Source: an optimization exercise on an open RTL-to-GDS flow (aim: small area and a short achievable clock period). Production flows keep margins and buffers that such runs may drop. The RTL was checked by simulation tests, not by an equivalence proof against the original design. No activity file was given, so power comes from the tool's default toggle rates.

==> flow/design.v (outline; a module is shown in full before it is edited, if it fits) <==
// module cao_pipe: 840 lines
module cao_pipe (
    input  wire        clk,
    input  wire        rst,           
    input  wire [31:0] last_pc,       
    output wire        imem_en,
    output wire [31:0] imem_addr,
    input  wire [63:0] imem_rdata,
    output wire        dmem_en,
    output wire        dmem_we,
    output wire [11:0] dmem_addr,
    output wire [31:0] dmem_wdata,
    input  wire [31:0] dmem_rdata,
    output wire        halted,
    output wire        faulted,
    output wire [31:0] fault_addr,
    output wire [31:0] cycle_count,
    output wire [31:0] retired_count,
    input  wire [3:0]  dbg_sel,
    output wire [31:0] dbg_data
);
  // ...
==> flow/flow/run.sh <==
#!/bin/bash
# The standard layout, with two changes to how ORFS optimises it:
#  - the ports are buffered with buf_1 cells instead of ORFS's default pick
#    (a slow delay cell), still one buffer on every input and output port;
#  - repair_timing aims for a setup slack of 5.5 ns instead of 0.
# Synthesis, floorplan, power grid, tap cells, CTS and routing are the standard flow's own
# (standard.sh); the clock and constraints are unchanged.
set -euo pipefail
cat >> config.mk << 'X'
export SETUP_SLACK_MARGIN = 5.5
export BUFFER_PORTS_ARGS = -buffer_cell sky130_fd_sc_hd__buf_1
X
bash standard.sh > standard_make.log 2>&1
==> flow/standard.sh <==
#!/bin/bash
# synth_recipe.tcl (not shown) runs the flow's synth.tcl, then flattens the netlist and writes it again
# the make line also repeats each setting of config.mk as NAME=value (left out here)
make -C /OpenROAD-flow-scripts/flow DESIGN_CONFIG=/design/flow/config.mk WORK_HOME=/design/flow/orfs CLKGATE_MAP_FILE= SYNTH_SCRIPT=/design/flow/synth_recipe.tcl "${@:-finish}"
==> flow/config.mk <==
export PLATFORM = sky130hd
export DESIGN_NAME = cao_pipe
export DESIGN_NICKNAME = cao_pipe
export VERILOG_FILES = /design/flow/design.v
export SDC_FILE = /design/flow/constraint.sdc
export NUM_CORES = 4
export LEC_CHECK = 0
export CAP_MARGIN = 10
export CELL_PAD_IN_SITES_DETAIL_PLACEMENT = 1
export CELL_PAD_IN_SITES_GLOBAL_PLACEMENT = 2
export CORE_MARGIN = 2
export CORE_UTILIZATION = 40
export CTS_BUF_LIST = sky130_fd_sc_hd__clkbuf_8
export CTS_CLUSTER_SIZE = 24
export PLACE_DENSITY = 0.55
export SLEW_MARGIN = 10
export SETUP_SLACK_MARGIN = 5.5
export BUFFER_PORTS_ARGS = -buffer_cell sky130_fd_sc_hd__buf_1
==> flow/constraint.sdc <==
create_clock -name core_clock -period 12.0 [get_ports {clk}]
set_input_delay 2.4000 -clock core_clock [delete_from_list [all_inputs] [get_ports {clk}]]
set_output_delay 2.4000 -clock core_clock [all_outputs]
set_load 0.01 [all_outputs]
==> notes.md, run 1 <==
* Syn nets at 5678
* Area Overhead vs Synth at 18.4%
* Kind of end point of the critical path: primary output
* Dpl cells at approximately 7000
* Crit path from: dbg_sel[2]
* Final period utilization at around 55%
* Status: timing/DRC/antenna clean
* Most common cell in the synthesized netlist: edfxtp_1
* CTS buffer count at around 160
* Hold Buf Count CTS at 0
* Switching pwr at 12500 uW
* Ys async rst share at 0%
* # resized after CTS at 237
* VDD IR-drop max at 1190 uV
* Non-clock buffers at 629
* Yosys top cell area share at 35.0%
* Sequential area share after synthesis at 43.4%
* Die W at 373 um
* Detailed Routing Iterations Pass 1 at 7
* Antenna viol nets, final at 0
* Area of the multi-input gates at 29300 um^2
* Worst Tran Pin Value at 1.25 ns
* Post-CTS setup buffers at 44
* Hold Path Class: flop to flop
* Switching share of power at 51.5%
* Post-route cell area at around 64000 um^2
* Synth Cell Area at approximately 54000 um^2
* Dpl cell area at 58000 um^2
* Drt first-iter violations at 7997
* Syn Inst Count at 5194
* Worst Path Max Fanout at 8
* Drt total wl at 278000 um
* Met2 GRT Util at 52.3%
* Yosys top cell by area: edfxtp_1
* Req. time, crit path at 9.60 ns
==> run 2, diff against run 1 <==
==> flow/design.v (replaced) <==
module cao_pipe (
    input  wire        clk,
    input  wire        rst,           
    input  wire [31:0] last_pc,       
    output wire        imem_en,
    output wire [31:0] imem_addr,
    input  wire [63:0] imem_rdata,
    output wire        dmem_en,
    output wire        dmem_we,
    output wire [11:0] dmem_addr,
    output wire [31:0] dmem_wdata,
    input  wire [31:0] dmem_rdata,
    output wire        halted,
    output wire        faulted,
    output wire [31:0] fault_addr,
    output wire [31:0] cycle_count,
    output wire [31:0] retired_count,
    input  wire [3:0]  dbg_sel,
    output wire [31:0] dbg_data
);
    localparam [31:0] PC_BASE = 32'd4000;
    localparam [3:0] OP_ADD  = 4'd1,  OP_SUB  = 4'd2,  OP_MUL   = 4'd3,
                     OP_AND  = 4'd4,  OP_OR   = 4'd5,  OP_XOR   = 4'd6,
                     OP_MOVC = 4'd7,  OP_LOAD = 4'd8,  OP_STORE = 4'd9,
                     OP_BZ   = 4'd10, OP_BNZ  = 4'd11, OP_JUMP  = 4'd12,
                     OP_HALT = 4'd13;
    function use_a(input [3:0] op);    
        use_a = (op >= OP_ADD && op <= OP_XOR) || op == OP_LOAD ||
                op == OP_STORE || op == OP_JUMP;
    endfunction
    function use_b(input [3:0] op);    
        use_b = (op >= OP_ADD && op <= OP_XOR) || op == OP_STORE;
    endfunction
    function has_dest(input [3:0] op);
        has_dest = (op >= OP_ADD && op <= OP_MOVC) || op == OP_LOAD;
    endfunction
    reg        halted_r, faulted_r;
    reg [31:0] pc;
    reg        zf, zl, f_stall;
    reg [31:0] cyc, ret;
    reg [31:0] x [0:15];
    reg        d_v, d_last;
    reg [3:0]  d_op, d_rd, d_ra, d_rb;
    reg [31:0] d_imm;
    reg        e_v, e_ph, e_last;
    reg [3:0]  e_op, e_rd;
    reg [15:0] e_rah, e_rbh;           
    reg [31:0] e_imm;
    reg        m_v, m_wr, m_ld, m_st, m_mem, m_tk, m_fault, m_term;
    reg [3:0]  m_rd;
    reg [31:0] m_buf, m_cs;
    reg [7-1:0] m_top;              
    reg        w_v, w_wr, w_term;
    reg [3:0]  w_rd;
    reg [31:0] w_buf;
    wire run = ~halted_r & ~faulted_r;
    wire [31:0] npc     = m_tk ? m_buf : pc;            
    wire        ex_v    = e_v & ~m_tk;                  
    wire        ex_halt = ex_v & (e_op == OP_HALT);
    wire        ex_mul1 = ex_v & (e_op == OP_MUL) & ~e_ph;
    wire        ex_live = ex_v & ~ex_mul1;              
    wire        dv      = d_v & ~m_tk & ~ex_halt;        
    wire        e_pend  = e_v & has_dest(e_op);
    wire        haz_a   = use_a(d_op) & ((e_pend & (e_rd == d_ra)) |
                                         (m_wr   & (m_rd == d_ra)));
    wire        haz_b   = use_b(d_op) & ((e_pend & (e_rd == d_rb)) |
                                         (m_wr   & (m_rd == d_rb)));
    wire        stall   = dv & (ex_mul1 | haz_a | haz_b);
    wire        issue   = dv & ~ex_mul1 & ~haz_a & ~haz_b;
    wire        fetch   = ~f_stall & ~ex_halt & ~stall;
    wire        d_br    = (d_op == OP_BZ) | (d_op == OP_BNZ);
    wire [31:0] pc_m4   = {pc[31:2] - 30'd1, pc[1:0]};
    wire [31:0] d_tgt   = pc_m4 + d_imm;               
    wire [3:0]  i_op  = imem_rdata[63:60];
    wire        i_v   = (i_op != 4'd0);
    wire        i_st  = (i_op == OP_STORE);
    wire [3:0]  i_rs1 = imem_rdata[53:50];
    wire [3:0]  i_rs2 = imem_rdata[48:45];
    wire [31:0] i_imm = imem_rdata[31:0];
    assign imem_en   = run & ~m_fault & fetch;
    assign imem_addr = npc;
    reg  [31:0] va, vb;
    integer j;
    always @(*) begin
        va = 32'd0;
        vb = 32'd0;
        for (j = 0; j < 16; j = j + 1) begin
            va = va | (x[j] & {32{e_rah[j]}});
            vb = vb | (x[j] & {32{e_rbh[j]}});
        end
    end
    wire        is_sub = (e_op == OP_SUB);
    wire [31:0] opb    = ((e_op == OP_ADD) | is_sub) ? vb : e_imm;
    wire [32:0] sum33  = {va, 1'b1} + {opb ^ {32{is_sub}}, is_sub};
    wire [31:0] sum    = sum33[32:1];
    wire        in_rng = (sum[31:12] == 20'd0);
    wire [31:0] mx = e_ph ? {va[15:0], 16'd0} : va;
    wire [16:0] my = e_ph ? vb[31:15] : {vb[15:0], 1'b0};
    wire        n27 = vb[31] & ~(vb[30] & vb[29]);   
    wire        mzx13 = ~e_ph & n27;
    wire [31:0] m_val = (m_buf + m_cs) ^ {^m_top, 31'd0};    
    wire [31:0] mz    = e_ph ? m_val : {17'd0, bn7, n27, 13'd0};
    wire bo0 = my[1] ^ my[0];
    wire bt0 = (my[2] & ~my[1] & ~my[0]) | (~my[2] & my[1] & my[0]);
    wire bn0 = my[2] & ~(my[1] & my[0]);
    wire pp1 = ((mx[0] & bo0) | (1'b0 & bt0)) ^ bn0;
    wire pp2 = ((mx[1] & bo0) | (mx[0] & bt0)) ^ bn0;
    wire pp3 = ((mx[2] & bo0) | (mx[1] & bt0)) ^ bn0;
    wire pp4 = ((mx[3] & bo0) | (mx[2] & bt0)) ^ bn0;
    wire pp5 = ((mx[4] & bo0) | (mx[3] & bt0)) ^ bn0;
    wire pp6 = ((mx[5] & bo0) | (mx[4] & bt0)) ^ bn0;
    wire pp7 = ((mx[6] & bo0) | (mx[5] & bt0)) ^ bn0;
    wire pp8 = ((mx[7] & bo0) | (mx[6] & bt0)) ^ bn0;
    wire pp9 = ((mx[8] & bo0) | (mx[7] & bt0)) ^ bn0;
    wire pp10 = ((mx[9] & bo0) | (mx[8] & bt0)) ^ bn0;
    wire pp11 = ((mx[10] & bo0) | (mx[9] & bt0)) ^ bn0;
    wire pp12 = ((mx[11] & bo0) | (mx[10] & bt0)) ^ bn0;
    wire pp13 = ((mx[12] & bo0) | (mx[11] & bt0)) ^ bn0;
    wire pp14 = ((mx[13] & bo0) | (mx[12] & bt0)) ^ bn0;
    wire pp15 = ((mx[14] & bo0) | (mx[13] & bt0)) ^ bn0;
    wire pp16 = ((mx[15] & bo0) | (mx[14] & bt0)) ^ bn0;
    wire pp17 = ((mx[16] & bo0) | (mx[15] & bt0)) ^ bn0;
    wire pp18 = ((mx[17] & bo0) | (mx[16] & bt0)) ^ bn0;
    wire pp19 = ((mx[18] & bo0) | (mx[17] & bt0)) ^ bn0;
    wire pp20 = ((mx[19] & bo0) | (mx[18] & bt0)) ^ bn0;
    wire pp21 = ((mx[20] & bo0) | (mx[19] & bt0)) ^ bn0;
    wire pp22 = ((mx[21] & bo0) | (mx[20] & bt0)) ^ bn0;
    wire pp23 = ((mx[22] & bo0) | (mx[21] & bt0)) ^ bn0;
    wire pp24 = ((mx[23] & bo0) | (mx[22] & bt0)) ^ bn0;
    wire pp25 = ((mx[24] & bo0) | (mx[23] & bt0)) ^ bn0;
    wire pp26 = ((mx[25] & bo0) | (mx[24] & bt0)) ^ bn0;
    wire pp27 = ((mx[26] & bo0) | (mx[25] & bt0)) ^ bn0;
    wire pp28 = ((mx[27] & bo0) | (mx[26] & bt0)) ^ bn0;
    wire pp29 = ((mx[28] & bo0) | (mx[27] & bt0)) ^ bn0;
    wire pp30 = ((mx[29] & bo0) | (mx[28] & bt0)) ^ bn0;
    wire pp31 = ((mx[30] & bo0) | (mx[29] & bt0)) ^ bn0;
    wire pp32 = ((mx[31] & bo0) | (mx[30] & bt0)) ^ bn0;
    wire bo1 = my[3] ^ my[2];
    wire bt1 = (my[4] & ~my[3] & ~my[2]) | (~my[4] & my[3] & my[2]);
    wire bn1 = my[4] & ~(my[3] & my[2]);
    wire pp33 = ((mx[0] & bo1) | (1'b0 & bt1)) ^ bn1;
    wire pp34 = ((mx[1] & bo1) | (mx[0] & bt1)) ^ bn1;
    wire pp35 = ((mx[2] & bo1) | (mx[1] & bt1)) ^ bn1;
    wire pp36 = ((mx[3] & bo1) | (mx[2] & bt1)) ^ bn1;
    wire pp37 = ((mx[4] & bo1) | (mx[3] & bt1)) ^ bn1;
    wire pp38 = ((mx[5] & bo1) | (mx[4] & bt1)) ^ bn1;
    wire pp39 = ((mx[6] & bo1) | (mx[5] & bt1)) ^ bn1;
    wire pp40 = ((mx[7] & bo1) | (mx[6] & bt1)) ^ bn1;
    wire pp41 = ((mx[8] & bo1) | (mx[7] & bt1)) ^ bn1;
    wire pp42 = ((mx[9] & bo1) | (mx[8] & bt1)) ^ bn1;
    wire pp43 = ((mx[10] & bo1) | (mx[9] & bt1)) ^ bn1;
    wire pp44 = ((mx[11] & bo1) | (mx[10] & bt1)) ^ bn1;
    wire pp45 = ((mx[12] & bo1) | (mx[11] & bt1)) ^ bn1;
    wire pp46 = ((mx[13] & bo1) | (mx[12] & bt1)) ^ bn1;
    wire pp47 = ((mx[14] & bo1) | (mx[13] & bt1)) ^ bn1;
    wire pp48 = ((mx[15] & bo1) | (mx[14] & bt1)) ^ bn1;
    wire pp49 = ((mx[16] & bo1) | (mx[15] & bt1)) ^ bn1;
    wire pp50 = ((mx[17] & bo1) | (mx[16] & bt1)) ^ bn1;
    wire pp51 = ((mx[18] & bo1) | (mx[17] & bt1)) ^ bn1;
    wire pp52 = ((mx[19] & bo1) | (mx[18] & bt1)) ^ bn1;
    wire pp53 = ((mx[20] & bo1) | (mx[19] & bt1)) ^ bn1;
    wire pp54 = ((mx[21] & bo1) | (mx[20] & bt1)) ^ bn1;
    wire pp55 = ((mx[22] & bo1) | (mx[21] & bt1)) ^ bn1;
    wire pp56 = ((mx[23] & bo1) | (mx[22] & bt1)) ^ bn1;
    wire pp57 = ((mx[24] & bo1) | (mx[23] & bt1)) ^ bn1;
    wire pp58 = ((mx[25] & bo1) | (mx[24] & bt1)) ^ bn1;
    wire pp59 = ((mx[26] & bo1) | (mx[25] & bt1)) ^ bn1;
    wire pp60 = ((mx[27] & bo1) | (mx[26] & bt1)) ^ bn1;
    wire pp61 = ((mx[28] & bo1) | (mx[27] & bt1)) ^ bn1;
    wire pp62 = ((mx[29] & bo1) | (mx[28] & bt1)) ^ bn1;
    wire bo2 = my[5] ^ my[4];
    wire bt2 = (my[6] & ~my[5] & ~my[4]) | (~my[6] & my[5] & my[4]);
    wire bn2 = my[6] & ~(my[5] & my[4]);
    wire pp63 = ((mx[0] & bo2) | (1'b0 & bt2)) ^ bn2;
    wire pp64 = ((mx[1] & bo2) | (mx[0] & bt2)) ^ bn2;
    wire pp65 = ((mx[2] & bo2) | (mx[1] & bt2)) ^ bn2;
    wire pp66 = ((mx[3] & bo2) | (mx[2] & bt2)) ^ bn2;
    wire pp67 = ((mx[4] & bo2) | (mx[3] & bt2)) ^ bn2;
    wire pp68 = ((mx[5] & bo2) | (mx[4] & bt2)) ^ bn2;
    wire pp69 = ((mx[6] & bo2) | (mx[5] & bt2)) ^ bn2;
    wire pp70 = ((mx[7] & bo2) | (mx[6] & bt2)) ^ bn2;
    wire pp71 = ((mx[8] & bo2) | (mx[7] & bt2)) ^ bn2;
    wire pp72 = ((mx[9] & bo2) | (mx[8] & bt2)) ^ bn2;
    wire pp73 = ((mx[10] & bo2) | (mx[9] & bt2)) ^ bn2;
    wire pp74 = ((mx[11] & bo2) | (mx[10] & bt2)) ^ bn2;
    wire pp75 = ((mx[12] & bo2) | (mx[11] & bt2)) ^ bn2;
    wire pp76 = ((mx[13] & bo2) | (mx[12] & bt2)) ^ bn2;
    wire pp77 = ((mx[14] & bo2) | (mx[13] & bt2)) ^ bn2;
    wire pp78 = ((mx[15] & bo2) | (mx[14] & bt2)) ^ bn2;
    wire pp79 = ((mx[16] & bo2) | (mx[15] & bt2)) ^ bn2;
    wire pp80 = ((mx[17] & bo2) | (mx[16] & bt2)) ^ bn2;
    wire pp81 = ((mx[18] & bo2) | (mx[17] & bt2)) ^ bn2;
    wire pp82 = ((mx[19] & bo2) | (mx[18] & bt2)) ^ bn2;
    wire pp83 = ((mx[20] & bo2) | (mx[19] & bt2)) ^ bn2;
    wire pp84 = ((mx[21] & bo2) | (mx[20] & bt2)) ^ bn2;
    wire pp85 = ((mx[22] & bo2) | (mx[21] & bt2)) ^ bn2;
    wire pp86 = ((mx[23] & bo2) | (mx[22] & bt2)) ^ bn2;
    wire pp87 = ((mx[24] & bo2) | (mx[23] & bt2)) ^ bn2;
    wire pp88 = ((mx[25] & bo2) | (mx[24] & bt2)) ^ bn2;
    wire pp89 = ((mx[26] & bo2) | (mx[25] & bt2)) ^ bn2;
    wire pp90 = ((mx[27] & bo2) | (mx[26] & bt2)) ^ bn2;
    wire bo3 = my[7] ^ my[6];
    wire bt3 = (my[8] & ~my[7] & ~my[6]) | (~my[8] & my[7] & my[6]);
    wire bn3 = my[8] & ~(my[7] & my[6]);
    wire pp91 = ((mx[0] & bo3) | (1'b0 & bt3)) ^ bn3;
    wire pp92 = ((mx[1] & bo3) | (mx[0] & bt3)) ^ bn3;
    wire pp93 = ((mx[2] & bo3) | (mx[1] & bt3)) ^ bn3;
    wire pp94 = ((mx[3] & bo3) | (mx[2] & bt3)) ^ bn3;
    wire pp95 = ((mx[4] & bo3) | (mx[3] & bt3)) ^ bn3;
    wire pp96 = ((mx[5] & bo3) | (mx[4] & bt3)) ^ bn3;
    wire pp97 = ((mx[6] & bo3) | (mx[5] & bt3)) ^ bn3;
    wire pp98 = ((mx[7] & bo3) | (mx[6] & bt3)) ^ bn3;
    wire pp99 = ((mx[8] & bo3) | (mx[7] & bt3)) ^ bn3;
    wire pp100 = ((mx[9] & bo3) | (mx[8] & bt3)) ^ bn3;
    wire pp101 = ((mx[10] & bo3) | (mx[9] & bt3)) ^ bn3;
    wire pp102 = ((mx[11] & bo3) | (mx[10] & bt3)) ^ bn3;
    wire pp103 = ((mx[12] & bo3) | (mx[11] & bt3)) ^ bn3;
    wire pp104 = ((mx[13] & bo3) | (mx[12] & bt3)) ^ bn3;
    wire pp105 = ((mx[14] & bo3) | (mx[13] & bt3)) ^ bn3;
    wire pp106 = ((mx[15] & bo3) | (mx[14] & bt3)) ^ bn3;
    wire pp107 = ((mx[16] & bo3) | (mx[15] & bt3)) ^ bn3;
    wire pp108 = ((mx[17] & bo3) | (mx[16] & bt3)) ^ bn3;
    wire pp109 = ((mx[18] & bo3) | (mx[17] & bt3)) ^ bn3;
    wire pp110 = ((mx[19] & bo3) | (mx[18] & bt3)) ^ bn3;
    wire pp111 = ((mx[20] & bo3) | (mx[19] & bt3)) ^ bn3;
    wire pp112 = ((mx[21] & bo3) | (mx[20] & bt3)) ^ bn3;
    wire pp113 = ((mx[22] & bo3) | (mx[21] & bt3)) ^ bn3;
    wire pp114 = ((mx[23] & bo3) | (mx[22] & bt3)) ^ bn3;
    wire pp115 = ((mx[24] & bo3) | (mx[23] & bt3)) ^ bn3;
    wire pp116 = ((mx[25] & bo3) | (mx[24] & bt3)) ^ bn3;
    wire bo4 = my[9] ^ my[8];
    wire bt4 = (my[10] & ~my[9] & ~my[8]) | (~my[10] & my[9] & my[8]);
    wire bn4 = my[10] & ~(my[9] & my[8]);
    wire pp117 = ((mx[0] & bo4) | (1'b0 & bt4)) ^ bn4;
    wire pp118 = ((mx[1] & bo4) | (mx[0] & bt4)) ^ bn4;
    wire pp119 = ((mx[2] & bo4) | (mx[1] & bt4)) ^ bn4;
    wire pp120 = ((mx[3] & bo4) | (mx[2] & bt4)) ^ bn4;
    wire pp121 = ((mx[4] & bo4) | (mx[3] & bt4)) ^ bn4;
    wire pp122 = ((mx[5] & bo4) | (mx[4] & bt4)) ^ bn4;
    wire pp123 = ((mx[6] & bo4) | (mx[5] & bt4)) ^ bn4;
    wire pp124 = ((mx[7] & bo4) | (mx[6] & bt4)) ^ bn4;
    wire pp125 = ((mx[8] & bo4) | (mx[7] & bt4)) ^ bn4;
    wire pp126 = ((mx[9] & bo4) | (mx[8] & bt4)) ^ bn4;
    wire pp127 = ((mx[10] & bo4) | (mx[9] & bt4)) ^ bn4;
    wire pp128 = ((mx[11] & bo4) | (mx[10] & bt4)) ^ bn4;
    wire pp129 = ((mx[12] & bo4) | (mx[11] & bt4)) ^ bn4;
    wire pp130 = ((mx[13] & bo4) | (mx[12] & bt4)) ^ bn4;
    wire pp131 = ((mx[14] & bo4) | (mx[13] & bt4)) ^ bn4;
    wire pp132 = ((mx[15] & bo4) | (mx[14] & bt4)) ^ bn4;
    wire pp133 = ((mx[16] & bo4) | (mx[15] & bt4)) ^ bn4;
    wire pp134 = ((mx[17] & bo4) | (mx[16] & bt4)) ^ bn4;
    wire pp135 = ((mx[18] & bo4) | (mx[17] & bt4)) ^ bn4;
    wire pp136 = ((mx[19] & bo4) | (mx[18] & bt4)) ^ bn4;
    wire pp137 = ((mx[20] & bo4) | (mx[19] & bt4)) ^ bn4;
    wire pp138 = ((mx[21] & bo4) | (mx[20] & bt4)) ^ bn4;
    wire pp139 = ((mx[22] & bo4) | (mx[21] & bt4)) ^ bn4;
    wire pp140 = ((mx[23] & bo4) | (mx[22] & bt4)) ^ bn4;
    wire bo5 = my[11] ^ my[10];
    wire bt5 = (my[12] & ~my[11] & ~my[10]) | (~my[12] & my[11] & my[10]);
    wire bn5 = my[12] & ~(my[11] & my[10]);
    wire pp141 = ((mx[0] & bo5) | (1'b0 & bt5)) ^ bn5;
    wire pp142 = ((mx[1] & bo5) | (mx[0] & bt5)) ^ bn5;
    wire pp143 = ((mx[2] & bo5) | (mx[1] & bt5)) ^ bn5;
    wire pp144 = ((mx[3] & bo5) | (mx[2] & bt5)) ^ bn5;
    wire pp145 = ((mx[4] & bo5) | (mx[3] & bt5)) ^ bn5;
    wire pp146 = ((mx[5] & bo5) | (mx[4] & bt5)) ^ bn5;
    wire pp147 = ((mx[6] & bo5) | (mx[5] & bt5)) ^ bn5;
    wire pp148 = ((mx[7] & bo5) | (mx[6] & bt5)) ^ bn5;
    wire pp149 = ((mx[8] & bo5) | (mx[7] & bt5)) ^ bn5;
    wire pp150 = ((mx[9] & bo5) | (mx[8] & bt5)) ^ bn5;
    wire pp151 = ((mx[10] & bo5) | (mx[9] & bt5)) ^ bn5;
    wire pp152 = ((mx[11] & bo5) | (mx[10] & bt5)) ^ bn5;
    wire pp153 = ((mx[12] & bo5) | (mx[11] & bt5)) ^ bn5;
    wire pp154 = ((mx[13] & bo5) | (mx[12] & bt5)) ^ bn5;
    wire pp155 = ((mx[14] & bo5) | (mx[13] & bt5)) ^ bn5;
    wire pp156 = ((mx[15] & bo5) | (mx[14] & bt5)) ^ bn5;
    wire pp157 = ((mx[16] & bo5) | (mx[15] & bt5)) ^ bn5;
    wire pp158 = ((mx[17] & bo5) | (mx[16] & bt5)) ^ bn5;
    wire pp159 = ((mx[18] & bo5) | (mx[17] & bt5)) ^ bn5;
    wire pp160 = ((mx[19] & bo5) | (mx[18] & bt5)) ^ bn5;
    wire pp161 = ((mx[20] & bo5) | (mx[19] & bt5)) ^ bn5;
    wire pp162 = ((mx[21] & bo5) | (mx[20] & bt5)) ^ bn5;
    wire bo6 = my[13] ^ my[12];
    wire bt6 = (my[14] & ~my[13] & ~my[12]) | (~my[14] & my[13] & my[12]);
    wire bn6 = my[14] & ~(my[13] & my[12]);
    wire pp163 = ((mx[0] & bo6) | (1'b0 & bt6)) ^ bn6;
    wire pp164 = ((mx[1] & bo6) | (mx[0] & bt6)) ^ bn6;
    wire pp165 = ((mx[2] & bo6) | (mx[1] & bt6)) ^ bn6;
    wire pp166 = ((mx[3] & bo6) | (mx[2] & bt6)) ^ bn6;
    wire pp167 = ((mx[4] & bo6) | (mx[3] & bt6)) ^ bn6;
    wire pp168 = ((mx[5] & bo6) | (mx[4] & bt6)) ^ bn6;
    wire pp169 = ((mx[6] & bo6) | (mx[5] & bt6)) ^ bn6;
    wire pp170 = ((mx[7] & bo6) | (mx[6] & bt6)) ^ bn6;
    wire pp171 = ((mx[8] & bo6) | (mx[7] & bt6)) ^ bn6;
    wire pp172 = ((mx[9] & bo6) | (mx[8] & bt6)) ^ bn6;
    wire pp173 = ((mx[10] & bo6) | (mx[9] & bt6)) ^ bn6;
    wire pp174 = ((mx[11] & bo6) | (mx[10] & bt6)) ^ bn6;
    wire pp175 = ((mx[12] & bo6) | (mx[11] & bt6)) ^ bn6;
    wire pp176 = ((mx[13] & bo6) | (mx[12] & bt6)) ^ bn6;
    wire pp177 = ((mx[14] & bo6) | (mx[13] & bt6)) ^ bn6;
    wire pp178 = ((mx[15] & bo6) | (mx[14] & bt6)) ^ bn6;
    wire pp179 = ((mx[16] & bo6) | (mx[15] & bt6)) ^ bn6;
    wire pp180 = ((mx[17] & bo6) | (mx[16] & bt6)) ^ bn6;
    wire pp181 = ((mx[18] & bo6) | (mx[17] & bt6)) ^ bn6;
    wire pp182 = ((mx[19] & bo6) | (mx[18] & bt6)) ^ bn6;
    wire bo7 = my[15] ^ my[14];
    wire bt7 = (my[16] & ~my[15] & ~my[14]) | (~my[16] & my[15] & my[14]);
    wire bn7 = my[16] & ~(my[15] & my[14]);
    wire pp183 = ((mx[0] & bo7) | (1'b0 & bt7)) ^ bn7;
    wire pp184 = ((mx[1] & bo7) | (mx[0] & bt7)) ^ bn7;
    wire pp185 = ((mx[2] & bo7) | (mx[1] & bt7)) ^ bn7;
    wire pp186 = ((mx[3] & bo7) | (mx[2] & bt7)) ^ bn7;
    wire pp187 = ((mx[4] & bo7) | (mx[3] & bt7)) ^ bn7;
    wire pp188 = ((mx[5] & bo7) | (mx[4] & bt7)) ^ bn7;
    wire pp189 = ((mx[6] & bo7) | (mx[5] & bt7)) ^ bn7;
    wire pp190 = ((mx[7] & bo7) | (mx[6] & bt7)) ^ bn7;
    wire pp191 = ((mx[8] & bo7) | (mx[7] & bt7)) ^ bn7;
    wire pp192 = ((mx[9] & bo7) | (mx[8] & bt7)) ^ bn7;
    wire pp193 = ((mx[10] & bo7) | (mx[9] & bt7)) ^ bn7;
    wire pp194 = ((mx[11] & bo7) | (mx[10] & bt7)) ^ bn7;
    wire pp195 = ((mx[12] & bo7) | (mx[11] & bt7)) ^ bn7;
    wire pp196 = ((mx[13] & bo7) | (mx[12] & bt7)) ^ bn7;
    wire pp197 = ((mx[14] & bo7) | (mx[13] & bt7)) ^ bn7;
    wire pp198 = ((mx[15] & bo7) | (mx[14] & bt7)) ^ bn7;
    wire pp199 = ((mx[16] & bo7) | (mx[15] & bt7)) ^ bn7;
    wire pp200 = ((mx[17] & bo7) | (mx[16] & bt7)) ^ bn7;
    wire hs201 = pp9 ^ pp39;
    wire hc202 = pp9 & pp39;
    wire hs203 = pp10 ^ pp40;
    wire hc204 = pp10 & pp40;
    wire fs205 = pp11 ^ pp41 ^ pp69;
    wire fc206 = (pp11 & pp41) | (pp11 & pp69) | (pp41 & pp69);
    wire hs207 = pp95 ^ pp119;
    wire hc208 = pp95 & pp119;
    wire fs209 = pp12 ^ pp42 ^ pp70;
    wire fc210 = (pp12 & pp42) | (pp12 & pp70) | (pp42 & pp70);
    wire hs211 = pp96 ^ pp120;
    wire hc212 = pp96 & pp120;
    wire fs213 = pp13 ^ pp43 ^ pp71;
    wire fc214 = (pp13 & pp43) | (pp13 & pp71) | (pp43 & pp71);
    wire fs215 = pp97 ^ pp121 ^ pp143;
    wire fc216 = (pp97 & pp121) | (pp97 & pp143) | (pp121 & pp143);
    wire hs217 = pp163 ^ bn6;
    wire hc218 = pp163 & bn6;
    wire fs219 = pp14 ^ pp44 ^ pp72;
    wire fc220 = (pp14 & pp44) | (pp14 & pp72) | (pp44 & pp72);
    wire fs221 = pp98 ^ pp122 ^ pp144;
    wire fc222 = (pp98 & pp122) | (pp98 & pp144) | (pp122 & pp144);
    wire fs223 = pp164 ^ mzx13 ^ mz[13];
    wire fc224 = (pp164 & mzx13) | (pp164 & mz[13]) | (mzx13 & mz[13]);
    wire fs225 = pp15 ^ pp45 ^ pp73;
    wire fc226 = (pp15 & pp45) | (pp15 & pp73) | (pp45 & pp73);
    wire fs227 = pp99 ^ pp123 ^ pp145;
    wire fc228 = (pp99 & pp123) | (pp99 & pp145) | (pp123 & pp145);
    wire fs229 = pp165 ^ pp183 ^ mz[14];
    wire fc230 = (pp165 & pp183) | (pp165 & mz[14]) | (pp183 & mz[14]);
    wire fs231 = pp16 ^ pp46 ^ pp74;
    wire fc232 = (pp16 & pp46) | (pp16 & pp74) | (pp46 & pp74);
    wire fs233 = pp100 ^ pp124 ^ pp146;
    wire fc234 = (pp100 & pp124) | (pp100 & pp146) | (pp124 & pp146);
    wire fs235 = pp166 ^ pp184 ^ mz[15];
    wire fc236 = (pp166 & pp184) | (pp166 & mz[15]) | (pp184 & mz[15]);
    wire fs237 = pp17 ^ pp47 ^ pp75;
    wire fc238 = (pp17 & pp47) | (pp17 & pp75) | (pp47 & pp75);
    wire fs239 = pp101 ^ pp125 ^ pp147;
    wire fc240 = (pp101 & pp125) | (pp101 & pp147) | (pp125 & pp147);
    wire fs241 = pp167 ^ pp185 ^ mz[16];
    wire fc242 = (pp167 & pp185) | (pp167 & mz[16]) | (pp185 & mz[16]);
    wire fs243 = pp18 ^ pp48 ^ pp76;
    wire fc244 = (pp18 & pp48) | (pp18 & pp76) | (pp48 & pp76);
    wire fs245 = pp102 ^ pp126 ^ pp148;
    wire fc246 = (pp102 & pp126) | (pp102 & pp148) | (pp126 & pp148);
    wire fs247 = pp168 ^ pp186 ^ mz[17];
    wire fc248 = (pp168 & pp186) | (pp168 & mz[17]) | (pp186 & mz[17]);
    wire fs249 = pp19 ^ pp49 ^ pp77;
    wire fc250 = (pp19 & pp49) | (pp19 & pp77) | (pp49 & pp77);
    wire fs251 = pp103 ^ pp127 ^ pp149;
    wire fc252 = (pp103 & pp127) | (pp103 & pp149) | (pp127 & pp149);
    wire fs253 = pp169 ^ pp187 ^ mz[18];
    wire fc254 = (pp169 & pp187) | (pp169 & mz[18]) | (pp187 & mz[18]);
    wire fs255 = pp20 ^ pp50 ^ pp78;
    wire fc256 = (pp20 & pp50) | (pp20 & pp78) | (pp50 & pp78);
    wire fs257 = pp104 ^ pp128 ^ pp150;
    wire fc258 = (pp104 & pp128) | (pp104 & pp150) | (pp128 & pp150);
    wire fs259 = pp170 ^ pp188 ^ mz[19];
    wire fc260 = (pp170 & pp188) | (pp170 & mz[19]) | (pp188 & mz[19]);
    wire fs261 = pp21 ^ pp51 ^ pp79;
    wire fc262 = (pp21 & pp51) | (pp21 & pp79) | (pp51 & pp79);
    wire fs263 = pp105 ^ pp129 ^ pp151;
    wire fc264 = (pp105 & pp129) | (pp105 & pp151) | (pp129 & pp151);
    wire fs265 = pp171 ^ pp189 ^ mz[20];
    wire fc266 = (pp171 & pp189) | (pp171 & mz[20]) | (pp189 & mz[20]);
    wire fs267 = pp22 ^ pp52 ^ pp80;
    wire fc268 = (pp22 & pp52) | (pp22 & pp80) | (pp52 & pp80);
    wire fs269 = pp106 ^ pp130 ^ pp152;
    wire fc270 = (pp106 & pp130) | (pp106 & pp152) | (pp130 & pp152);
    wire fs271 = pp172 ^ pp190 ^ mz[21];
    wire fc272 = (pp172 & pp190) | (pp172 & mz[21]) | (pp190 & mz[21]);
    wire fs273 = pp23 ^ pp53 ^ pp81;
    wire fc274 = (pp23 & pp53) | (pp23 & pp81) | (pp53 & pp81);
    wire fs275 = pp107 ^ pp131 ^ pp153;
    wire fc276 = (pp107 & pp131) | (pp107 & pp153) | (pp131 & pp153);
    wire fs277 = pp173 ^ pp191 ^ mz[22];
    wire fc278 = (pp173 & pp191) | (pp173 & mz[22]) | (pp191 & mz[22]);
    wire fs279 = pp24 ^ pp54 ^ pp82;
    wire fc280 = (pp24 & pp54) | (pp24 & pp82) | (pp54 & pp82);
    wire fs281 = pp108 ^ pp132 ^ pp154;
    wire fc282 = (pp108 & pp132) | (pp108 & pp154) | (pp132 & pp154);
    wire fs283 = pp174 ^ pp192 ^ mz[23];
    wire fc284 = (pp174 & pp192) | (pp174 & mz[23]) | (pp192 & mz[23]);
    wire fs285 = pp25 ^ pp55 ^ pp83;
    wire fc286 = (pp25 & pp55) | (pp25 & pp83) | (pp55 & pp83);
    wire fs287 = pp109 ^ pp133 ^ pp155;
    wire fc288 = (pp109 & pp133) | (pp109 & pp155) | (pp133 & pp155);
    wire fs289 = pp175 ^ pp193 ^ mz[24];
    wire fc290 = (pp175 & pp193) | (pp175 & mz[24]) | (pp193 & mz[24]);
    wire fs291 = pp26 ^ pp56 ^ pp84;
    wire fc292 = (pp26 & pp56) | (pp26 & pp84) | (pp56 & pp84);
    wire fs293 = pp110 ^ pp134 ^ pp156;
    wire fc294 = (pp110 & pp134) | (pp110 & pp156) | (pp134 & pp156);
    wire fs295 = pp176 ^ pp194 ^ mz[25];
    wire fc296 = (pp176 & pp194) | (pp176 & mz[25]) | (pp194 & mz[25]);
    wire fs297 = pp27 ^ pp57 ^ pp85;
    wire fc298 = (pp27 & pp57) | (pp27 & pp85) | (pp57 & pp85);
    wire fs299 = pp111 ^ pp135 ^ pp157;
    wire fc300 = (pp111 & pp135) | (pp111 & pp157) | (pp135 & pp157);
    wire fs301 = pp177 ^ pp195 ^ mz[26];
    wire fc302 = (pp177 & pp195) | (pp177 & mz[26]) | (pp195 & mz[26]);
    wire fs303 = pp28 ^ pp58 ^ pp86;
    wire fc304 = (pp28 & pp58) | (pp28 & pp86) | (pp58 & pp86);
    wire fs305 = pp112 ^ pp136 ^ pp158;
    wire fc306 = (pp112 & pp136) | (pp112 & pp158) | (pp136 & pp158);
    wire fs307 = pp178 ^ pp196 ^ mz[27];
    wire fc308 = (pp178 & pp196) | (pp178 & mz[27]) | (pp196 & mz[27]);
    wire fs309 = pp29 ^ pp59 ^ pp87;
    wire fc310 = (pp29 & pp59) | (pp29 & pp87) | (pp59 & pp87);
    wire fs311 = pp113 ^ pp137 ^ pp159;
    wire fc312 = (pp113 & pp137) | (pp113 & pp159) | (pp137 & pp159);
    wire fs313 = pp179 ^ pp197 ^ mz[28];
    wire fc314 = (pp179 & pp197) | (pp179 & mz[28]) | (pp197 & mz[28]);
    wire fs315 = pp30 ^ pp60 ^ pp88;
    wire fc316 = (pp30 & pp60) | (pp30 & pp88) | (pp60 & pp88);
    wire fs317 = pp114 ^ pp138 ^ pp160;
    wire fc318 = (pp114 & pp138) | (pp114 & pp160) | (pp138 & pp160);
    wire fs319 = pp180 ^ pp198 ^ mz[29];
    wire fc320 = (pp180 & pp198) | (pp180 & mz[29]) | (pp198 & mz[29]);
    wire fs321 = pp31 ^ pp61 ^ pp89;
    wire fc322 = (pp31 & pp61) | (pp31 & pp89) | (pp61 & pp89);
    wire fs323 = pp115 ^ pp139 ^ pp161;
    wire fc324 = (pp115 & pp139) | (pp115 & pp161) | (pp139 & pp161);
    wire fs325 = pp181 ^ pp199 ^ mz[30];
    wire fc326 = (pp181 & pp199) | (pp181 & mz[30]) | (pp199 & mz[30]);
    wire hs327 = pp5 ^ pp35;
    wire hc328 = pp5 & pp35;
    wire hs329 = pp6 ^ pp36;
    wire hc330 = pp6 & pp36;
    wire fs331 = pp7 ^ pp37 ^ pp65;
    wire fc332 = (pp7 & pp37) | (pp7 & pp65) | (pp37 & pp65);
    wire hs333 = pp91 ^ bn3;
    wire hc334 = pp91 & bn3;
    wire fs335 = pp8 ^ pp38 ^ pp66;
    wire fc336 = (pp8 & pp38) | (pp8 & pp66) | (pp38 & pp66);
    wire hs337 = pp92 ^ mz[7];
    wire hc338 = pp92 & mz[7];
    wire fs339 = pp67 ^ pp93 ^ pp117;
    wire fc340 = (pp67 & pp93) | (pp67 & pp117) | (pp93 & pp117);
    wire fs341 = bn4 ^ mz[8] ^ hs201;
    wire fc342 = (bn4 & mz[8]) | (bn4 & hs201) | (mz[8] & hs201);
    wire fs343 = pp68 ^ pp94 ^ pp118;
    wire fc344 = (pp68 & pp94) | (pp68 & pp118) | (pp94 & pp118);
    wire fs345 = mz[9] ^ hs203 ^ hc202;
    wire fc346 = (mz[9] & hs203) | (mz[9] & hc202) | (hs203 & hc202);
    wire fs347 = pp141 ^ bn5 ^ mz[10];
    wire fc348 = (pp141 & bn5) | (pp141 & mz[10]) | (bn5 & mz[10]);
    wire fs349 = fs205 ^ hs207 ^ hc204;
    wire fc350 = (fs205 & hs207) | (fs205 & hc204) | (hs207 & hc204);
    wire fs351 = pp142 ^ mz[11] ^ fs209;
    wire fc352 = (pp142 & mz[11]) | (pp142 & fs209) | (mz[11] & fs209);
    wire fs353 = hs211 ^ fc206 ^ hc208;
    wire fc354 = (hs211 & fc206) | (hs211 & hc208) | (fc206 & hc208);
    wire fs355 = mz[12] ^ fs213 ^ fs215;
    wire fc356 = (mz[12] & fs213) | (mz[12] & fs215) | (fs213 & fs215);
    wire fs357 = hs217 ^ fc210 ^ hc212;
    wire fc358 = (hs217 & fc210) | (hs217 & hc212) | (fc210 & hc212);
    wire fs359 = fs219 ^ fs221 ^ fs223;
    wire fc360 = (fs219 & fs221) | (fs219 & fs223) | (fs221 & fs223);
    wire fs361 = fc214 ^ fc216 ^ hc218;
    wire fc362 = (fc214 & fc216) | (fc214 & hc218) | (fc216 & hc218);
    wire fs363 = fs225 ^ fs227 ^ fs229;
    wire fc364 = (fs225 & fs227) | (fs225 & fs229) | (fs227 & fs229);
    wire fs365 = fc220 ^ fc222 ^ fc224;
    wire fc366 = (fc220 & fc222) | (fc220 & fc224) | (fc222 & fc224);
    wire fs367 = fs231 ^ fs233 ^ fs235;
    wire fc368 = (fs231 & fs233) | (fs231 & fs235) | (fs233 & fs235);
    wire fs369 = fc226 ^ fc228 ^ fc230;
    wire fc370 = (fc226 & fc228) | (fc226 & fc230) | (fc228 & fc230);
    wire fs371 = fs237 ^ fs239 ^ fs241;
    wire fc372 = (fs237 & fs239) | (fs237 & fs241) | (fs239 & fs241);
    wire fs373 = fc232 ^ fc234 ^ fc236;
    wire fc374 = (fc232 & fc234) | (fc232 & fc236) | (fc234 & fc236);
    wire fs375 = fs243 ^ fs245 ^ fs247;
    wire fc376 = (fs243 & fs245) | (fs243 & fs247) | (fs245 & fs247);
    wire fs377 = fc238 ^ fc240 ^ fc242;
    wire fc378 = (fc238 & fc240) | (fc238 & fc242) | (fc240 & fc242);
    wire fs379 = fs249 ^ fs251 ^ fs253;
    wire fc380 = (fs249 & fs251) | (fs249 & fs253) | (fs251 & fs253);
    wire fs381 = fc244 ^ fc246 ^ fc248;
    wire fc382 = (fc244 & fc246) | (fc244 & fc248) | (fc246 & fc248);
    wire fs383 = fs255 ^ fs257 ^ fs259;
    wire fc384 = (fs255 & fs257) | (fs255 & fs259) | (fs257 & fs259);
    wire fs385 = fc250 ^ fc252 ^ fc254;
    wire fc386 = (fc250 & fc252) | (fc250 & fc254) | (fc252 & fc254);
    wire fs387 = fs261 ^ fs263 ^ fs265;
    wire fc388 = (fs261 & fs263) | (fs261 & fs265) | (fs263 & fs265);
    wire fs389 = fc256 ^ fc258 ^ fc260;
    wire fc390 = (fc256 & fc258) | (fc256 & fc260) | (fc258 & fc260);
    wire fs391 = fs267 ^ fs269 ^ fs271;
    wire fc392 = (fs267 & fs269) | (fs267 & fs271) | (fs269 & fs271);
    wire fs393 = fc262 ^ fc264 ^ fc266;
    wire fc394 = (fc262 & fc264) | (fc262 & fc266) | (fc264 & fc266);
    wire fs395 = fs273 ^ fs275 ^ fs277;
    wire fc396 = (fs273 & fs275) | (fs273 & fs277) | (fs275 & fs277);
    wire fs397 = fc268 ^ fc270 ^ fc272;
    wire fc398 = (fc268 & fc270) | (fc268 & fc272) | (fc270 & fc272);
    wire fs399 = fs279 ^ fs281 ^ fs283;
    wire fc400 = (fs279 & fs281) | (fs279 & fs283) | (fs281 & fs283);
    wire fs401 = fc274 ^ fc276 ^ fc278;
    wire fc402 = (fc274 & fc276) | (fc274 & fc278) | (fc276 & fc278);
    wire fs403 = fs285 ^ fs287 ^ fs289;
    wire fc404 = (fs285 & fs287) | (fs285 & fs289) | (fs287 & fs289);
    wire fs405 = fc280 ^ fc282 ^ fc284;
    wire fc406 = (fc280 & fc282) | (fc280 & fc284) | (fc282 & fc284);
    wire fs407 = fs291 ^ fs293 ^ fs295;
    wire fc408 = (fs291 & fs293) | (fs291 & fs295) | (fs293 & fs295);
    wire fs409 = fc286 ^ fc288 ^ fc290;
    wire fc410 = (fc286 & fc288) | (fc286 & fc290) | (fc288 & fc290);
    wire fs411 = fs297 ^ fs299 ^ fs301;
    wire fc412 = (fs297 & fs299) | (fs297 & fs301) | (fs299 & fs301);
    wire fs413 = fc292 ^ fc294 ^ fc296;
    wire fc414 = (fc292 & fc294) | (fc292 & fc296) | (fc294 & fc296);
    wire fs415 = fs303 ^ fs305 ^ fs307;
    wire fc416 = (fs303 & fs305) | (fs303 & fs307) | (fs305 & fs307);
    wire fs417 = fc298 ^ fc300 ^ fc302;
    wire fc418 = (fc298 & fc300) | (fc298 & fc302) | (fc300 & fc302);
    wire fs419 = fs309 ^ fs311 ^ fs313;
    wire fc420 = (fs309 & fs311) | (fs309 & fs313) | (fs311 & fs313);
    wire fs421 = fc304 ^ fc306 ^ fc308;
    wire fc422 = (fc304 & fc306) | (fc304 & fc308) | (fc306 & fc308);
    wire fs423 = fs315 ^ fs317 ^ fs319;
    wire fc424 = (fs315 & fs317) | (fs315 & fs319) | (fs317 & fs319);
    wire fs425 = fc310 ^ fc312 ^ fc314;
    wire fc426 = (fc310 & fc312) | (fc310 & fc314) | (fc312 & fc314);
    wire fs427 = fs321 ^ fs323 ^ fs325;
    wire fc428 = (fs321 & fs323) | (fs321 & fs325) | (fs323 & fs325);
    wire fs429 = fc316 ^ fc318 ^ fc320;
    wire fc430 = (fc316 & fc318) | (fc316 & fc320) | (fc318 & fc320);
    wire hs431 = pp3 ^ pp33;
    wire hc432 = pp3 & pp33;
    wire hs433 = pp4 ^ pp34;
    wire hc434 = pp4 & pp34;
    wire fs435 = pp63 ^ bn2 ^ mz[4];
    wire fc436 = (pp63 & bn2) | (pp63 & mz[4]) | (bn2 & mz[4]);
    wire fs437 = pp64 ^ mz[5] ^ hs329;
    wire fc438 = (pp64 & mz[5]) | (pp64 & hs329) | (mz[5] & hs329);
    wire fs439 = mz[6] ^ fs331 ^ hs333;
    wire fc440 = (mz[6] & fs331) | (mz[6] & hs333) | (fs331 & hs333);
    wire fs441 = fs335 ^ hs337 ^ fc332;
    wire fc442 = (fs335 & hs337) | (fs335 & fc332) | (hs337 & fc332);
    wire fs443 = fs339 ^ fs341 ^ fc336;
    wire fc444 = (fs339 & fs341) | (fs339 & fc336) | (fs341 & fc336);
    wire fs445 = fs343 ^ fs345 ^ fc340;
    wire fc446 = (fs343 & fs345) | (fs343 & fc340) | (fs345 & fc340);
    wire fs447 = fs347 ^ fs349 ^ fc344;
    wire fc448 = (fs347 & fs349) | (fs347 & fc344) | (fs349 & fc344);
    wire fs449 = fs351 ^ fs353 ^ fc348;
    wire fc450 = (fs351 & fs353) | (fs351 & fc348) | (fs353 & fc348);
    wire fs451 = fs355 ^ fs357 ^ fc352;
    wire fc452 = (fs355 & fs357) | (fs355 & fc352) | (fs357 & fc352);
    wire fs453 = fs359 ^ fs361 ^ fc356;
    wire fc454 = (fs359 & fs361) | (fs359 & fc356) | (fs361 & fc356);
    wire fs455 = fs363 ^ fs365 ^ fc360;
    wire fc456 = (fs363 & fs365) | (fs363 & fc360) | (fs365 & fc360);
    wire fs457 = fs367 ^ fs369 ^ fc364;
    wire fc458 = (fs367 & fs369) | (fs367 & fc364) | (fs369 & fc364);
    wire fs459 = fs371 ^ fs373 ^ fc368;
    wire fc460 = (fs371 & fs373) | (fs371 & fc368) | (fs373 & fc368);
    wire fs461 = fs375 ^ fs377 ^ fc372;
    wire fc462 = (fs375 & fs377) | (fs375 & fc372) | (fs377 & fc372);
    wire fs463 = fs379 ^ fs381 ^ fc376;
    wire fc464 = (fs379 & fs381) | (fs379 & fc376) | (fs381 & fc376);
    wire fs465 = fs383 ^ fs385 ^ fc380;
    wire fc466 = (fs383 & fs385) | (fs383 & fc380) | (fs385 & fc380);
    wire fs467 = fs387 ^ fs389 ^ fc384;
    wire fc468 = (fs387 & fs389) | (fs387 & fc384) | (fs389 & fc384);
    wire fs469 = fs391 ^ fs393 ^ fc388;
    wire fc470 = (fs391 & fs393) | (fs391 & fc388) | (fs393 & fc388);
    wire fs471 = fs395 ^ fs397 ^ fc392;
    wire fc472 = (fs395 & fs397) | (fs395 & fc392) | (fs397 & fc392);
    wire fs473 = fs399 ^ fs401 ^ fc396;
    wire fc474 = (fs399 & fs401) | (fs399 & fc396) | (fs401 & fc396);
    wire fs475 = fs403 ^ fs405 ^ fc400;
    wire fc476 = (fs403 & fs405) | (fs403 & fc400) | (fs405 & fc400);
    wire fs477 = fs407 ^ fs409 ^ fc404;
    wire fc478 = (fs407 & fs409) | (fs407 & fc404) | (fs409 & fc404);
    wire fs479 = fs411 ^ fs413 ^ fc408;
    wire fc480 = (fs411 & fs413) | (fs411 & fc408) | (fs413 & fc408);
    wire fs481 = fs415 ^ fs417 ^ fc412;
    wire fc482 = (fs415 & fs417) | (fs415 & fc412) | (fs417 & fc412);
    wire fs483 = fs419 ^ fs421 ^ fc416;
    wire fc484 = (fs419 & fs421) | (fs419 & fc416) | (fs421 & fc416);
    wire fs485 = fs423 ^ fs425 ^ fc420;
    wire fc486 = (fs423 & fs425) | (fs423 & fc420) | (fs425 & fc420);
    wire fs487 = fs427 ^ fs429 ^ fc424;
    wire fc488 = (fs427 & fs429) | (fs427 & fc424) | (fs429 & fc424);
    wire hs489 = pp1 ^ bn0;
    wire hc490 = pp1 & bn0;
    wire hs491 = pp2 ^ mz[1];
    wire hc492 = pp2 & mz[1];
    wire fs493 = bn1 ^ mz[2] ^ hs431;
    wire fc494 = (bn1 & mz[2]) | (bn1 & hs431) | (mz[2] & hs431);
    wire fs495 = mz[3] ^ hs433 ^ hc432;
    wire fc496 = (mz[3] & hs433) | (mz[3] & hc432) | (hs433 & hc432);
    wire fs497 = hs327 ^ fs435 ^ hc434;
    wire fc498 = (hs327 & fs435) | (hs327 & hc434) | (fs435 & hc434);
    wire fs499 = hc328 ^ fs437 ^ fc436;
    wire fc500 = (hc328 & fs437) | (hc328 & fc436) | (fs437 & fc436);
    wire fs501 = hc330 ^ fs439 ^ fc438;
    wire fc502 = (hc330 & fs439) | (hc330 & fc438) | (fs439 & fc438);
    wire fs503 = hc334 ^ fs441 ^ fc440;
    wire fc504 = (hc334 & fs441) | (hc334 & fc440) | (fs441 & fc440);
    wire fs505 = hc338 ^ fs443 ^ fc442;
    wire fc506 = (hc338 & fs443) | (hc338 & fc442) | (fs443 & fc442);
    wire fs507 = fc342 ^ fs445 ^ fc444;
    wire fc508 = (fc342 & fs445) | (fc342 & fc444) | (fs445 & fc444);
    wire fs509 = fc346 ^ fs447 ^ fc446;
    wire fc510 = (fc346 & fs447) | (fc346 & fc446) | (fs447 & fc446);
    wire fs511 = fc350 ^ fs449 ^ fc448;
    wire fc512 = (fc350 & fs449) | (fc350 & fc448) | (fs449 & fc448);
    wire fs513 = fc354 ^ fs451 ^ fc450;
    wire fc514 = (fc354 & fs451) | (fc354 & fc450) | (fs451 & fc450);
    wire fs515 = fc358 ^ fs453 ^ fc452;
    wire fc516 = (fc358 & fs453) | (fc358 & fc452) | (fs453 & fc452);
    wire fs517 = fc362 ^ fs455 ^ fc454;
    wire fc518 = (fc362 & fs455) | (fc362 & fc454) | (fs455 & fc454);
    wire fs519 = fc366 ^ fs457 ^ fc456;
    wire fc520 = (fc366 & fs457) | (fc366 & fc456) | (fs457 & fc456);
    wire fs521 = fc370 ^ fs459 ^ fc458;
    wire fc522 = (fc370 & fs459) | (fc370 & fc458) | (fs459 & fc458);
    wire fs523 = fc374 ^ fs461 ^ fc460;
    wire fc524 = (fc374 & fs461) | (fc374 & fc460) | (fs461 & fc460);
    wire fs525 = fc378 ^ fs463 ^ fc462;
    wire fc526 = (fc378 & fs463) | (fc378 & fc462) | (fs463 & fc462);
    wire fs527 = fc382 ^ fs465 ^ fc464;
    wire fc528 = (fc382 & fs465) | (fc382 & fc464) | (fs465 & fc464);
    wire fs529 = fc386 ^ fs467 ^ fc466;
    wire fc530 = (fc386 & fs467) | (fc386 & fc466) | (fs467 & fc466);
    wire fs531 = fc390 ^ fs469 ^ fc468;
    wire fc532 = (fc390 & fs469) | (fc390 & fc468) | (fs469 & fc468);
    wire fs533 = fc394 ^ fs471 ^ fc470;
    wire fc534 = (fc394 & fs471) | (fc394 & fc470) | (fs471 & fc470);
    wire fs535 = fc398 ^ fs473 ^ fc472;
    wire fc536 = (fc398 & fs473) | (fc398 & fc472) | (fs473 & fc472);
    wire fs537 = fc402 ^ fs475 ^ fc474;
    wire fc538 = (fc402 & fs475) | (fc402 & fc474) | (fs475 & fc474);
    wire fs539 = fc406 ^ fs477 ^ fc476;
    wire fc540 = (fc406 & fs477) | (fc406 & fc476) | (fs477 & fc476);
    wire fs541 = fc410 ^ fs479 ^ fc478;
    wire fc542 = (fc410 & fs479) | (fc410 & fc478) | (fs479 & fc478);
    wire fs543 = fc414 ^ fs481 ^ fc480;
    wire fc544 = (fc414 & fs481) | (fc414 & fc480) | (fs481 & fc480);
    wire fs545 = fc418 ^ fs483 ^ fc482;
    wire fc546 = (fc418 & fs483) | (fc418 & fc482) | (fs483 & fc482);
    wire fs547 = fc422 ^ fs485 ^ fc484;
    wire fc548 = (fc422 & fs485) | (fc422 & fc484) | (fs485 & fc484);
    wire fs549 = fc426 ^ fs487 ^ fc486;
    wire fc550 = (fc426 & fs487) | (fc426 & fc486) | (fs487 & fc486);
    wire top31 = pp32 ^ pp62 ^ pp90 ^ pp116 ^ pp140 ^ pp162 ^ pp182 ^ pp200 ^ mz[31];
    localparam MTOPW = 7;
    wire [6:0] mtop = {fc322, fc324, fc326, fc428, fc430, fc488, fc550};
    wire [31:0] mra = {top31, fs549, fs547, fs545, fs543, fs541, fs539, fs537, fs535, fs533, fs531, fs529, fs527, fs525, fs523, fs521, fs519, fs517, fs515, fs513, fs511, fs509, fs507, fs505, fs503, fs501, fs499, fs497, fs495, fs493, hs491, mz[0]};
    wire [31:0] mrb = {1'b0, fc548, fc546, fc544, fc542, fc540, fc538, fc536, fc534, fc532, fc530, fc528, fc526, fc524, fc522, fc520, fc518, fc516, fc514, fc512, fc510, fc508, fc506, fc504, fc502, fc500, fc498, fc496, fc494, hc492, hc490, hs489};
    reg [31:0] exr;
    always @(*) begin
        case (e_op)
            OP_ADD, OP_SUB, OP_JUMP: exr = sum;
            OP_LOAD, OP_STORE: exr = vb;
            OP_AND:   exr = va & vb;
            OP_OR:    exr = va | vb;
            OP_XOR:   exr = va ^ vb;
            OP_MUL:   exr = mra;
            default:  exr = e_imm;
        endcase
    end
    wire        zf_cur = zl ? (m_val == 32'd0) : zf;
    wire taken  = (e_op == OP_JUMP) | ((e_op == OP_BZ) & zf_cur) |
                  ((e_op == OP_BNZ) & ~zf_cur);
    wire is_ls  = (e_op == OP_LOAD) | (e_op == OP_STORE);
    assign dmem_en    = run & m_mem;
    assign dmem_we    = m_st;
    assign dmem_addr  = m_cs[11:0];
    assign dmem_wdata = m_buf;
    assign halted        = halted_r;
    assign faulted       = faulted_r;
    assign fault_addr    = m_cs;
    assign cycle_count   = cyc;
    assign retired_count = ret;
    assign dbg_data      = x[dbg_sel];
    wire        wen   = run & w_wr;
    wire [31:0] wdata = rst ? 32'd0 : w_buf;
    integer i;
    always @(posedge clk) begin
        for (i = 0; i < 16; i = i + 1)
            if (rst | (wen & (w_rd == i)))
                x[i] <= wdata;
    end
    always @(posedge clk) begin
        if (!stall) begin
            d_op   <= i_op;
            d_rd   <= imem_rdata[58:55];
            d_ra   <= i_st ? i_rs2 : i_rs1;
            d_rb   <= i_st ? i_rs1 : i_rs2;
            d_imm  <= i_imm;
            d_last <= (npc == last_pc);
        end
        if (!ex_mul1) begin
            e_op   <= d_op;
            e_rd   <= d_rd;
            e_rah  <= 16'd1 << d_ra;
            e_rbh  <= 16'd1 << d_rb;
            e_last <= d_last;
        end
        e_imm  <= d_br ? d_tgt : d_imm;   
        e_ph   <= ex_mul1;
        m_rd   <= e_rd;
        m_ld   <= (e_op == OP_LOAD);
        m_st   <= (e_op == OP_STORE);
        m_term <= (e_op == OP_HALT) | e_last;
        m_buf  <= exr;
        if (!(faulted_r | m_fault))
            m_cs <= (e_op == OP_MUL) ? mrb : (is_ls ? sum : 32'd0);
        m_top  <= (e_op == OP_MUL) ? mtop : {7{1'b0}};
        w_rd   <= m_rd;
        w_buf  <= m_ld ? dmem_rdata : m_val;
    end
    always @(posedge clk) begin
        if (rst) begin
            halted_r  <= 1'b0;
            faulted_r <= 1'b0;
            pc        <= PC_BASE;
            zf        <= 1'b0;
            zl        <= 1'b0;
            f_stall   <= 1'b0;
            cyc       <= 32'd0;
            ret       <= 32'd0;
            d_v       <= 1'b0;
            e_v       <= 1'b0;
            m_v       <= 1'b0;
            m_wr      <= 1'b0;
            m_mem     <= 1'b0;
            m_tk      <= 1'b0;
            m_fault   <= 1'b0;
            w_v       <= 1'b0;
            w_wr      <= 1'b0;
            w_term    <= 1'b0;
        end else begin
            if (run) begin
                if (m_fault)
                    faulted_r <= 1'b1;
                else if (w_term)
                    halted_r <= 1'b1;
            end
            cyc     <= cyc + {31'd0, run & ~m_fault};
            ret     <= ret + {31'd0, run & w_v};
            pc      <= (fetch & i_v) ? npc + 32'd4 : npc;
            zf      <= zf_cur;
            zl      <= ex_live & ((e_op == OP_ADD) | is_sub | (e_op == OP_MUL));
            if (ex_halt)
                f_stall <= 1'b1;
            if (!stall)
                d_v <= fetch & i_v;
            if (!ex_mul1)
                e_v <= issue;
            m_v     <= ex_live;
            m_wr    <= ex_live & has_dest(e_op);
            m_mem   <= ex_live & is_ls & in_rng;
            m_fault <= ex_live & is_ls & ~in_rng;
            m_tk    <= ex_live & taken;
            w_v     <= m_v;
            w_wr    <= m_wr;
            w_term  <= m_v & m_term;
        end
    end
endmodule
==> flow/config.mk (replaced) <==
export PLATFORM = sky130hd
export DESIGN_NAME = cao_pipe
export DESIGN_NICKNAME = cao_pipe
export VERILOG_FILES = /design/flow/design.v
export SDC_FILE = /design/flow/constraint.sdc
export NUM_CORES = 4
export LEC_CHECK = 0
export CAP_MARGIN = 10
export CELL_PAD_IN_SITES_DETAIL_PLACEMENT = 1
export CELL_PAD_IN_SITES_GLOBAL_PLACEMENT = 2
export CORE_MARGIN = 2
export CORE_UTILIZATION = 50
export CTS_BUF_LIST = sky130_fd_sc_hd__clkbuf_8
export CTS_CLUSTER_SIZE = 24
export PLACE_DENSITY = 0.65
export SLEW_MARGIN = 10
export SETUP_SLACK_MARGIN = 5.5
export BUFFER_PORTS_ARGS = -buffer_cell sky130_fd_sc_hd__buf_1
==> run 2 against run 1 <==
  * Via count down 1.5%
  * Synthesized cell count decreased by 3.3%
  * Synthesized area is 1.7% lower
  * Critical path depth stayed put
  * Core utilization is 9.8 points higher
==> notes.md, run 2 <==
* Io pins at 343 (unchanged)
* Leading cell types in the layout, fill and taps excluded: edfxtp_1 (634), a22oi_1 (595), buf_1 (314), xnor2_1 (301), inv_1 (279) (was edfxtp_1 (634), a22oi_1 (603), inv_1 (332), buf_1 (318), nand2_1 (301))
* Power, Total at 19600 uW (was 24200 uW)
* Worst rel slew slack at 13.8% (was 16.4%)
* First-pass GRT wire length at 348000 um (was 380000 um)
* VDD IR-drop max at 670 uV (was 1190 uV)
* Worst Path Max Fanout at 13 (was 8)
* Initial antenna violation count at 16 (unchanged)
* Placer congestion estimate at 0.938 (was 0.931)
* Hold Buf Count CTS at 0 (unchanged)
* Final period utilization at 54.5% (was 55.2%)
* Vias in the first global route at 48800 (was 49300)
* Drt total wl at 247000 um (was 278000 um)
* DR vias/cell at 7.22 (was 6.68)
* Final clock skew at 0.0688 ns (was 0.0407 ns)
* Worst Tran Pin Value at 1.29 ns (was 1.25 ns)
* Drt first-iter violations at 8703 (was 7997)
* Area Overhead vs Synth at 13.5% (was 18.4%)
* Post-synth EDFFs at 634 (unchanged)
* Cell Rows at 119 (was 135)
* Via count at 49600 (was 50300)
* Clock sinks at 860 (was 861)
* Req. time, crit path at 9.60 ns (about the same)
* Port Buffers at 326 (unchanged)
* Global route total overflow at 0 (unchanged)
* Area contributors post-synth: edfxtp_1 (36%), dfxtp_1 (8.5%), a22oi_1 (8.4%) (was edfxtp_1 (35%), a22oi_1 (8.5%), dfxtp_1 (8.4%))
* Post-layout min period at 6.54 ns (was 6.62 ns)
* Max cap viols at 0 (unchanged)
* CP startpoint kind: input port (unchanged)
* Setup-failing EPs final at 0 (unchanged)
* Commonest cells post-synth: edfxtp_1 (634), a22oi_1 (595), xnor2_1 (304), nor2_1 (273), clkbuf_1 (264) (was edfxtp_1 (634), a22oi_1 (617), inv_1 (316), nand2_1 (304), nor2_1 (275))
* Antenna viol nets, final at 0 (unchanged)
* Clk slew on worst S/H paths at 0.06 ns (about the same)
* Share of cells above drive strength 1 at 11.2% (was 14.9%)
* Kind of end point of the critical path: primary output (unchanged)
* Yosys top cell by area: edfxtp_1 (unchanged)
* Fin nets at 5813 (was 6096)
* Status: timing/DRC/antenna clean (unchanged)
* Slew Viols, Final at 0 (unchanged)
* Biggest register: x (unchanged)
* Register bit total from synthesis at 860 (was 861)
* Longest Clk Path Bufs at 3 (unchanged)
* Post-Syn Area per Cell at 10.6 um^2 (was 10.5 um^2)
* CP Class: input port to primary output (unchanged)
* DIE AREA at 110000 um^2 (was 139000 um^2)
* Commonest non-fill, non-tap cell in the layout: edfxtp_1 (unchanged)
* Ys async rst share at 0% (unchanged)
* Most common cell in the synthesized netlist: edfxtp_1 (unchanged)
* Arrival @ worst endpoint at 4.14 ns (was 4.22 ns)
* Fmax at 153 MHz (was 151 MHz)
* Detailed Routing Iterations Pass 1 at 10 (was 7)
* Place WS at 4.71 ns (was 3.50 ns)
* P_leak at 0.0231 uW (was 0.0245 uW)
* Initial Utilization at 50.6% (was 40.2%)
* Fin. Hold Viols at 0 (unchanged)
* CTS buffer count at 152 (was 155)
* Setup_tns at 0 ns (unchanged)
* Largest net degree at the start of global routing at 66 (was 104)
* Sequential area share after synthesis at 44.1% (was 43.4%)
* Core region area at 106000 um^2 (was 135000 um^2)
* Setup WS post-layout at 5.46 ns (was 5.38 ns)
* Synth Flop Type: edfxtp_1 (unchanged)
* Pwr per Cell Area at 323 nW/um^2 (was 376 nW/um^2)
* Die Y at 331 um (was 373 um)
* Synth Cell Area at 53400 um^2 (was 54300 um^2)
* CTS tree: done (unchanged)
* Hold slack at 0.397 ns (was 0.334 ns)
* Syn nets at 5493 (was 5678)
* Post-DR wirelength/cell at 36.1 um (was 37.0 um)
* Hold Path Class: flop to flop (unchanged)
* DRC Markers at 0 (unchanged)
* RSZ-0062 raised after global routing: yes (unchanged)
* Die W at 331 um (was 373 um)
* Synth warnings at 2 (unchanged)
* Yosys top cell area share at 35.6% (was 35.0%)
* GRT Util Overall at 44.1% (was 38.8%)
* H-tree depth at 4 (unchanged)
* Max FFs per register at 512 (unchanged)
* Worst skew pair latency at 0.88 ns (was 0.92 ns)
* Syn Inst Count at 5025 (was 5194)
* Root buf cell: clkbuf_8 (unchanged)
* DP HPWL at 153000 um (was 174000 um)
* Synth cell types at 97 (was 94)
==> run 2: changes by cell type after synthesis, moves of 13 or more <==
cell	before	now
inv_1	316	241
xnor2_1	235	304
nand2_1	304	259
a221oi_1	156	190
o21ai_0	177	153
a22oi_1	617	595
a22o_1	158	179
mux2i_1	65	46
fa_1	176	161
a211oi_1	30	17
nand4_1	102	89
nor3_1	81	68
==> run 2: critical path, cell delays in order <==
cell	delay [ns]
buf_6	0.14
nand2b_4	0.22
nor3_4	0.06
buf_12	0.14
clkbuf_16	0.20
a22o_1	0.20
a221oi_2	0.18
nand3_1	0.15
o22a_1	0.28
clkbuf_2	0.15
==> run 2: kinds of logic (layout without fill, tap and decap cells) <==
kind of cell    after synthesis  after routing  share of synthesized area, %
simple gates               1107           1108                          10.3
mux                          82             82                          1.62
other cells                   0              7                             0
buf+inv                     602           1041                          4.40
xor+xnor                    476            476                          7.80
compound gates             1564           1564                          21.7
flops                       860            860                          44.1
fa+ha+maj                   334            334                          10.1
==> run 2: cell type report <==
cell class / instances / area [um^2]
Antenna cell: 7 / 17.5
Clock buffer: 174 / 2390
Clock inverter: 100 / 622
Fill cell: 11400 / 45100
Inverter: 246 / 928
Multi-Input combinational cell: 3564 / 28200
Sequential cell: 860 / 23600
Tap cell: 1391 / 1740
Timing Repair Buffer: 521 / 3150
==> run 2: repair_timing <==
item / CTS / global route
cloned: 4 / 3
resized for setup: 87 / 83
setup endpoints to repair: 64 / 49
buffers inserted: 12 / 36
pin swaps: 8 / 22
==> run 2: path summary, 6_finish.rpt <==
| check | depth (start not counted) | start | slack (ns) | endpoint |
|---|---|---|---|---|
| worst min-delay path | 0 | m_rd[3] | 0.40 | w_rd[3] |
| worst min register to register | 0 | m_rd[3] | 0.40 | w_rd[3] |
| worst max register to register | 20 | e_rbh[14] | 5.53 | m_buf[21] |
| worst max-delay path | 10 | dbg_sel[1] | 5.46 | dbg_data[9] |
==> run 2: where the power goes <==
| group | switching (uW) | leakage, uW | internal [uW] |
|---|---|---|---|
| Sequential | 583 | 0.00848 | 3860 |
| Combinational | 7520 | 0.0129 | 4840 |
| Clock | 1340 | 0.00167 | 1440 |
==> run 2: routing by layer <==
layer	global-route usage, %	routed length, um
met2	60.1	98800
met3	16.6	38900
met4	24.3	16400
met5	0	76
met1	60.2	93300
==> run 2: metrics by stage <==
step	utilization (%)	std cells	cell area [um^2]
after floorplan	-	5025	53400
after global placement	53.3	6527	56400
after detailed placement	53.3	6527	56400
after CTS	56.7	6817	59900
after global routing	57.4	6857	60600
final	57.4	6863	60700

[port drivers added, routing unchanged]
In the flow no input, the clock included, has a driving cell. The finished layouts below were timed again as built, in two steps.
Step 1, drivers: a clkbuf_16 drives clk and a buf_2 each remaining input, both assumed.
Step 2 moves the port delays by t, midway between the first and last clock arrival at a register: inputs arrive t later, outputs are due t later. That takes back most of the time a late clock gives input paths.
a / b / c = ideal ports / drivers / drivers and shift; a / b = the first two.
| run | t (ns) | setup WS [ns] | worst setup path after step 2 | clock arrival spread, ns | pins driven straight from the clock port |
|---|---|---|---|---|---|
| run 1 | 0.978 | 5.375 / 5.328 / 5.328 | input to output | 0.043 / 0.042 | 1 |
| run 2 | 0.923 | 5.462 / 5.422 / 5.422 | input to output | 0.069 / 0.069 | 1 |
After both steps every run listed still meets setup and hold. For run 1, which loses most, drivers alone change the setup slack by -0.047 ns; drivers and shift together by -0.047 ns.
